This design comes from an exercise in tuning for small area, a short achievable clock period and few clock cycles per item on the open sky130 flow, not from production work. Where RTL was checked, it was by simulation tests only, not by an equivalence proof against the original. No activity file was given, so power comes from the tool's default toggle rates.

lane 4:
==> flow/design.v <==
module fdec (
    input  wire        clk,
    input  wire        rst,         
    input  wire        rx_valid,
    input  wire [7:0]  rx_data,
    input  wire        rx_eos,
    output wire        rx_ready,
    output wire        fo_valid,
    input  wire        fo_ready,
    output wire [31:0] fo_seq,
    output wire [6:0]  fo_len,
    output wire [7:0]  fo_data,
    output wire        fo_last,
    output wire        done         
);
    localparam MAXP = 64;                
    localparam NB   = 68;                
    localparam SYNC = 8'hAA;
    localparam S_SEARCH  = 2'd0;
    localparam S_HEADER  = 2'd1;
    localparam S_PAYLOAD = 2'd2;
    localparam S_END     = 2'd3;         
    reg  [7:0]    mem [0:NB-1];
    reg           mw_v;      
    reg  [6:0]    mw_a;
    reg  [7:0]    mw_d;
    reg           m_v, s_v, done_r, rdy_r;
    reg  [7:0]    m_d, s_d;
    reg           m_aa, s_aa;
    assign rx_ready = rdy_r;                 
    assign done     = done_r;
    reg  [6:0]    rp, wp;
    reg           qpend;     
    reg           qv;
    reg  [7:0]    qd;
    reg           q_aa;
    reg  [1:0]    st;
    reg  [5:0]    wlen;      
    reg  [6:0]    prem;      
    reg           hl_r;      
    reg           pl_r;      
    reg           lbad;      
    reg           vok;       
    reg  [6:0]    la7;       
    reg           hdr_pay;   
    reg  [7:0]    r [0:15];  
    reg  [3:0]    trk;       
    reg           fnd;       
    reg  [6:0]    nslot;     
    reg           fnd_last;  
    reg  [6:0]    sslot;     
    reg           em_act;    
    reg  [2:0]    em_sqc;    
    reg  [6:0]    em_rem;    
    reg           em_zero;   
    reg  [6:0]    ra;        
    reg           ra_ok;     
    reg  [6:0]    fre;       
    reg           pend;      
    reg           fo_v, fo_l, sk_v, sk_l;
    reg  [7:0]    fo_d, sk_d;
    reg  [31:0]   o_seq;
    reg  [6:0]    o_len;
    assign fo_valid = fo_v;
    assign fo_seq   = o_seq;
    assign fo_len   = o_len;
    assign fo_data  = fo_d;
    assign fo_last  = fo_l;
    wire em_busy = em_act || fo_v || sk_v;
    wire       src_q  = qpend;
    wire       have   = src_q ? qv : m_v;
    wire [7:0] b      = qv ? qd : m_d;        
    wire       is_aa  = qv ? q_aa : m_aa;
    wire in_hdr  = (st == S_HEADER);
    wire in_pay  = (st == S_PAYLOAD);
    wire in_end  = (st == S_END);
    wire ok_end  = in_end && vok;            
    wire ld      = (ok_end || pend) && !em_busy;    
    wire end_q   = in_end && !vok && fnd;    
    wire lrej    = in_hdr && lbad;           
    wire store   = !src_q && (in_pay || (in_hdr && (fnd || (wlen[5:3] == 3'b101))));    
    wire full    = em_act && ((fre == 7'd0) || ((fre == 7'd1) && mw_v));
    wire stall   = (pend && in_hdr && (wlen == 6'd16)) || (store && full) || end_q || lrej;
    wire step    = have && !stall;
    wire wr      = step && store;
    wire [6:0] rp_inc  = (rp == NB-1) ? 7'd0 : rp + 7'd1;
    wire [6:0] rp_next = (src_q || store) ? rp_inc : rp;
    wire [6:0] ra_inc  = (ra == NB-1) ? 7'd0 : ra + 7'd1;
    wire [6:0] fre_p1  = fre + 7'd1;
    wire [6:0] fre_m1  = fre - 7'd1;
    wire [7:0] sdist   = {1'b0, sslot} - {1'b0, wp};
    wire [6:0] fre_ini = sdist[7] ? sdist[6:0] + NB : sdist[6:0];
    wire       fnd_now   = fnd || ((trk == 4'd15) && is_aa);
    wire [6:0] nslot_now = fnd ? nslot : rp_next;
    wire [3:0] trk_now   = is_aa ? trk + 4'd1 : 4'd0;
    wire [5:0] wl = (in_end && vok) ? 6'd0 : wlen;
    wire [7:0] lab = {1'b0, la7};
    wire lchk = (wlen == 6'd16) ? (b <= MAXP) :
                (wlen == 6'd20) ? (b == lab) : (b == 8'd0);
    wire rest_zero = ~|{r[1], r[2], r[3], r[4], r[5], r[6], r[7], r[8],
                        r[9], r[10], r[11], r[12], r[13], r[14], r[15]};
    wire hdr_ok    = rest_zero && (r[0] == 8'd0);
    wire pay_ok    = rest_zero && (qv ? (r[0] == qd) : (r[0] == m_d));
    wire rp_chg    = (step && (src_q || store)) || ((end_q || lrej) && fnd);
    wire [7:0] rdata   = mem[ra];
    wire       sfetch  = em_act && (em_sqc != 3'd0);
    wire       fetch   = em_act && (em_sqc == 3'd0) && !sk_v;
    wire       radv    = sfetch || (fetch && !em_zero);
    wire       b_last  = em_zero || (em_rem == 7'd1);
    wire       qfetch  = !em_act && qpend && !qv && ra_ok;
    always @(posedge clk) begin
        mw_a <= wp;
        mw_d <= b;
        if (mw_v)
            mem[mw_a] <= mw_d;
    end
    integer i;
    always @(posedge clk) begin
        if (step) begin
            if (in_hdr && wlen == 6'd16) begin
                la7     <= b[6:0];
                hdr_pay <= (b[6:0] != 7'd0);
            end
            if (in_hdr && wlen == 6'd40)
                sslot <= rp;
            if ((in_hdr && wlen >= 6'd24 && wlen < 6'd40) || in_pay) begin
                for (i = 0; i < 15; i = i + 1)
                    r[i] <= r[i+1];
                r[15] <= in_pay ? (r[0] - b) : (b - lab);
            end
            if (in_hdr || in_pay) begin
                nslot    <= nslot_now;
                fnd_last <= !fnd && fnd_now;
            end
            if (hl_r)
                prem <= la7;
            else
                prem <= prem - 7'd1;
            vok <= hl_r ? hdr_ok : pay_ok;
        end
        if (ld)
            o_len <= la7;
        if (sfetch) begin
            case (em_sqc)
                3'd4: o_seq[7:0]   <= rdata;
                3'd3: o_seq[15:8]  <= rdata;
                3'd2: o_seq[23:16] <= rdata;
                default: o_seq[31:24] <= rdata;
            endcase
        end
        if (qfetch) begin
            qd   <= rdata;
            q_aa <= (rdata == SYNC);
        end
        if (!m_v || (step && !src_q)) begin
            m_d  <= s_v ? s_d : rx_data;
            m_aa <= s_v ? s_aa : (rx_data == SYNC);
        end
        if (!s_v) begin
            s_d  <= rx_data;
            s_aa <= (rx_data == SYNC);
        end
        if (!fo_v || fo_ready) begin
            fo_d <= sk_v ? sk_d : rdata;
            fo_l <= sk_v ? sk_l : b_last;
        end
        if (!sk_v) begin
            sk_d <= rdata;
            sk_l <= b_last;
        end
    end
    always @(posedge clk) begin
        if (rst) begin
            m_v     <= 1'b0;
            s_v     <= 1'b0;
            done_r  <= 1'b0;
            rp      <= 7'd0;
            wp      <= 7'd0;
            qpend   <= 1'b0;
            qv      <= 1'b0;
            st      <= S_SEARCH;
            wlen    <= 6'd0;
            em_act  <= 1'b0;
            pend    <= 1'b0;
            fo_v    <= 1'b0;
            sk_v    <= 1'b0;
            mw_v    <= 1'b0;
            rdy_r   <= 1'b1;
        end else begin
            mw_v  <= wr;
            rdy_r <= !(s_v ? !(!m_v || (step && !src_q)) : (m_v && !(step && !src_q) && rx_valid && rx_ready && !rx_eos))
                     && !(done_r || (rx_valid && rx_ready && rx_eos));
            if (rx_valid && rx_ready && rx_eos)
                done_r <= 1'b1;
            if (!m_v || (step && !src_q)) begin
                if (s_v) begin
                    m_v <= 1'b1;
                    s_v <= 1'b0;
                end else begin
                    m_v <= rx_valid && rx_ready && !rx_eos;
                end
            end else if (rx_valid && rx_ready && !rx_eos) begin
                s_v <= 1'b1;
            end
            if (step && src_q)
                qv <= 1'b0;
            else if (qfetch)
                qv <= 1'b1;
            if (end_q || (lrej && fnd)) begin
                st    <= S_HEADER;
                wlen  <= 6'd16;
                trk   <= 4'd15;
                fnd   <= 1'b0;
                lbad  <= 1'b0;
                rp    <= nslot;
                qpend <= !fnd_last || (nslot != wp);
            end else if (lrej) begin
                st    <= S_SEARCH;
                wlen  <= {2'b00, trk};
                lbad  <= 1'b0;
            end else if (in_end && !step) begin
                st    <= S_SEARCH;
                wlen  <= wl;
                fnd   <= 1'b0;
            end
            if (step) begin
                rp   <= rp_next;
                hl_r <= in_hdr && (wlen == 6'd42);
                pl_r <= hl_r ? (la7 == 7'd1) : (in_pay && (prem == 7'd2));
                lbad <= in_hdr && (wlen[5:3] == 3'b010) && !lchk;    
                if (src_q)
                    qpend <= (rp_inc != wp);
                if (store)
                    wp <= rp_inc;
                case (st)
                    S_HEADER: begin
                        wlen <= wlen + 6'd1;
                        trk  <= trk_now;
                        fnd  <= fnd_now;
                        if (hl_r) begin
                            st   <= hdr_pay ? S_PAYLOAD : S_END;
                            wlen <= {2'b00, trk_now};
                        end
                    end
                    S_PAYLOAD: begin
                        trk  <= trk_now;
                        fnd  <= fnd_now;
                        if (pl_r) begin
                            st   <= S_END;
                            wlen <= {2'b00, trk_now};
                        end
                    end
                    default: begin       
                        fnd <= 1'b0;
                        if (is_aa) begin
                            wlen <= wl + 6'd1;
                            if (wl == 6'd15) begin
                                st  <= S_HEADER;
                                trk <= 4'd15;
                            end else begin
                                st  <= S_SEARCH;
                            end
                        end else begin
                            wlen <= 6'd0;
                            st   <= S_SEARCH;
                        end
                    end
                endcase
            end
            if (ld)
                fre <= fre_ini;
            else
                fre <= (radv && !mw_v) ? fre_p1 : (!radv && mw_v) ? fre_m1 : fre;
            if (ld)
                pend <= 1'b0;
            else if (ok_end)
                pend <= 1'b1;
            if (ld) begin
                em_act  <= 1'b1;
                em_sqc  <= 3'd4;
                em_rem  <= la7;
                em_zero <= !hdr_pay;
                ra      <= sslot;
                ra_ok   <= 1'b0;
            end else if (em_act) begin
                ra_ok <= 1'b0;
                if (radv)
                    ra <= ra_inc;
                if (sfetch)
                    em_sqc <= em_sqc - 3'd1;
                if (fetch) begin
                    if (b_last)
                        em_act <= 1'b0;
                    if (em_zero)
                        em_zero <= 1'b0;
                    else
                        em_rem <= em_rem - 7'd1;
                end
            end else begin
                ra    <= rp;
                ra_ok <= !rp_chg;
            end
            if (fetch) begin
                if (!fo_v || fo_ready)
                    fo_v <= 1'b1;
                else
                    sk_v <= 1'b1;
            end else if (sk_v) begin
                if (fo_ready)
                    sk_v <= 1'b0;
            end else if (fo_ready) begin
                fo_v <= 1'b0;
            end
        end
    end
endmodule
==> flow/config.mk <==
export PLATFORM = sky130hd
export DESIGN_NAME = fdec
export DESIGN_NICKNAME = fdec
export VERILOG_FILES = /design/flow/design.v
export SDC_FILE = /design/flow/constraint.sdc
export NUM_CORES = 4
export LEC_CHECK = 0
export CAP_MARGIN = 20
export CORE_MARGIN = 2
export CORE_UTILIZATION = 40
export SLEW_MARGIN = 20
==> flow/constraint.sdc <==
create_clock -name core_clock -period 10.0 [get_ports {clk}]
set_input_delay 2.0000 -clock core_clock [delete_from_list [all_inputs] [get_ports {clk}]]
set_output_delay 2.0000 -clock core_clock [all_outputs]
set_load 0.01 [all_outputs]
standard.sh (not shown) runs the stock make flow with config.mk's settings and CLKGATE_MAP_FILE= SYNTH_SCRIPT=/design/flow/synth_recipe.tcl, a recipe that flattens the netlist after the stock synthesis.
==> flow/flow/run.sh <==
#!/bin/bash
set -euo pipefail
bash standard.sh SETUP_SLACK_MARGIN=6.8 \
  "CTS_ARGS=-sink_clustering_enable -repair_clock_nets -buf_list sky130_fd_sc_hd__clkbuf_16 -sink_clustering_size 24 -sink_clustering_max_diameter 80 -dont_use_dummy_load" \
  finish > standard_flow.log 2>&1
Testbench counts of lane 4, summed over its fixed seeds: cycles 74,668, bytes 74,262.
Here is what was changed in the inputs of lane 1 compared with lane 4.
diff --git a/flow/design.v b/flow/design.v
--- a/flow/design.v
+++ b/flow/design.v
@@ -58,11 +58,11 @@
     reg  [6:0]    fre;       
     reg           pend;      
-    reg           fo_v, fo_l, sk_v, sk_l;
-    reg  [7:0]    fo_d, sk_d;
-    reg  [31:0]   o_seq;
-    reg  [6:0]    o_len;
+    reg           fo_v, fo_l, fo_hl, sk_v, sk_l;
+    reg  [7:0]    fo_d, fo_h, sk_d;
+    reg  [31:0]   o_seq, q_seq;
+    reg  [6:0]    o_len, q_len;
     assign fo_valid = fo_v;
-    assign fo_seq   = o_seq;
-    assign fo_len   = o_len;
+    assign fo_seq   = q_seq;
+    assign fo_len   = q_len;
     assign fo_data  = fo_d;
     assign fo_last  = fo_l;
@@ -109,4 +109,7 @@
     wire       b_last  = em_zero || (em_rem == 7'd1);
     wire       qfetch  = !em_act && qpend && !qv && ra_ok;
+    wire       fo_en   = !fo_v || fo_ready;
+    wire [7:0] fo_nd   = sk_v ? sk_d : rdata;
+    wire       fo_nl   = sk_v ? sk_l : b_last;
     always @(posedge clk) begin
         mw_a <= wp;
@@ -161,8 +164,10 @@
             s_aa <= (rx_data == SYNC);
         end
-        if (!fo_v || fo_ready) begin
-            fo_d <= sk_v ? sk_d : rdata;
-            fo_l <= sk_v ? sk_l : b_last;
-        end
+        q_seq <= o_seq;
+        q_len <= o_len;
+        fo_d  <= fo_en ? fo_nd : fo_h;
+        fo_h  <= fo_en ? fo_nd : fo_d;
+        fo_l  <= fo_en ? fo_nl : fo_hl;
+        fo_hl <= fo_en ? fo_nl : fo_l;
         if (!sk_v) begin
             sk_d <= rdata;
--- outcome ---
- As far as adder-cell share of the synthesized area is concerned, lane 1 and lane 4 perform about the same.
- Lane 1 vs lane 4 — non-clock buffer count in the final layout dropped by a few percent
- [compare] base=lane 4 new=lane 1: final setup slack of the worst path -0.016 ns; flip-flop and latch count +5.5%.
- On total power, lane 4 beats lane 1.
- In lane 1, the initial antenna violation count came out 1 below the value in lane 4.
- Lane 1 vs lane 4: internal power contribution up by a few percent
- Lane 1 has post-route worst hold slack below what lane 4 had.
- Wire length reported by the detailed router in lane 1 is about 4.3% higher than in lane 4
- On lane 1: setup fix buffers added after clock tree synthesis is 2 higher than what lane 4 gave.
For lane 1, only the layout was checked, not whether the RTL still works.

==> port drivers added, routing unchanged <==
How much do the figures lean on ideal ports? The routed layouts below were timed once more, with nothing changed but the port constraints. Step 1: set_driving_cell puts a clkbuf_16 on clk and a buf_2 on each other input, an assumption about the parent block. Step 2 moves the port delays by t, midway between the first and last clock arrival at a register: inputs arrive t later, outputs are due t later. That takes back most of the time a late clock gives input paths. a / b / c = no drivers / after step 1 / after step 2; a / b = the first two.
run	t (ns)	setup WS [ns]	slew at the worst register clock pin (ns)
lane 4	0.648	6.808 / 6.735 / 6.301	0.09 / 0.09
lane 1	0.642	6.793 / 6.775 / 6.354	0.10 / 0.10
After both steps every run listed still meets setup and hold. The setup slack of lane 4, which loses most, moves by -0.073 ns with the drivers and by -0.507 ns with both steps.
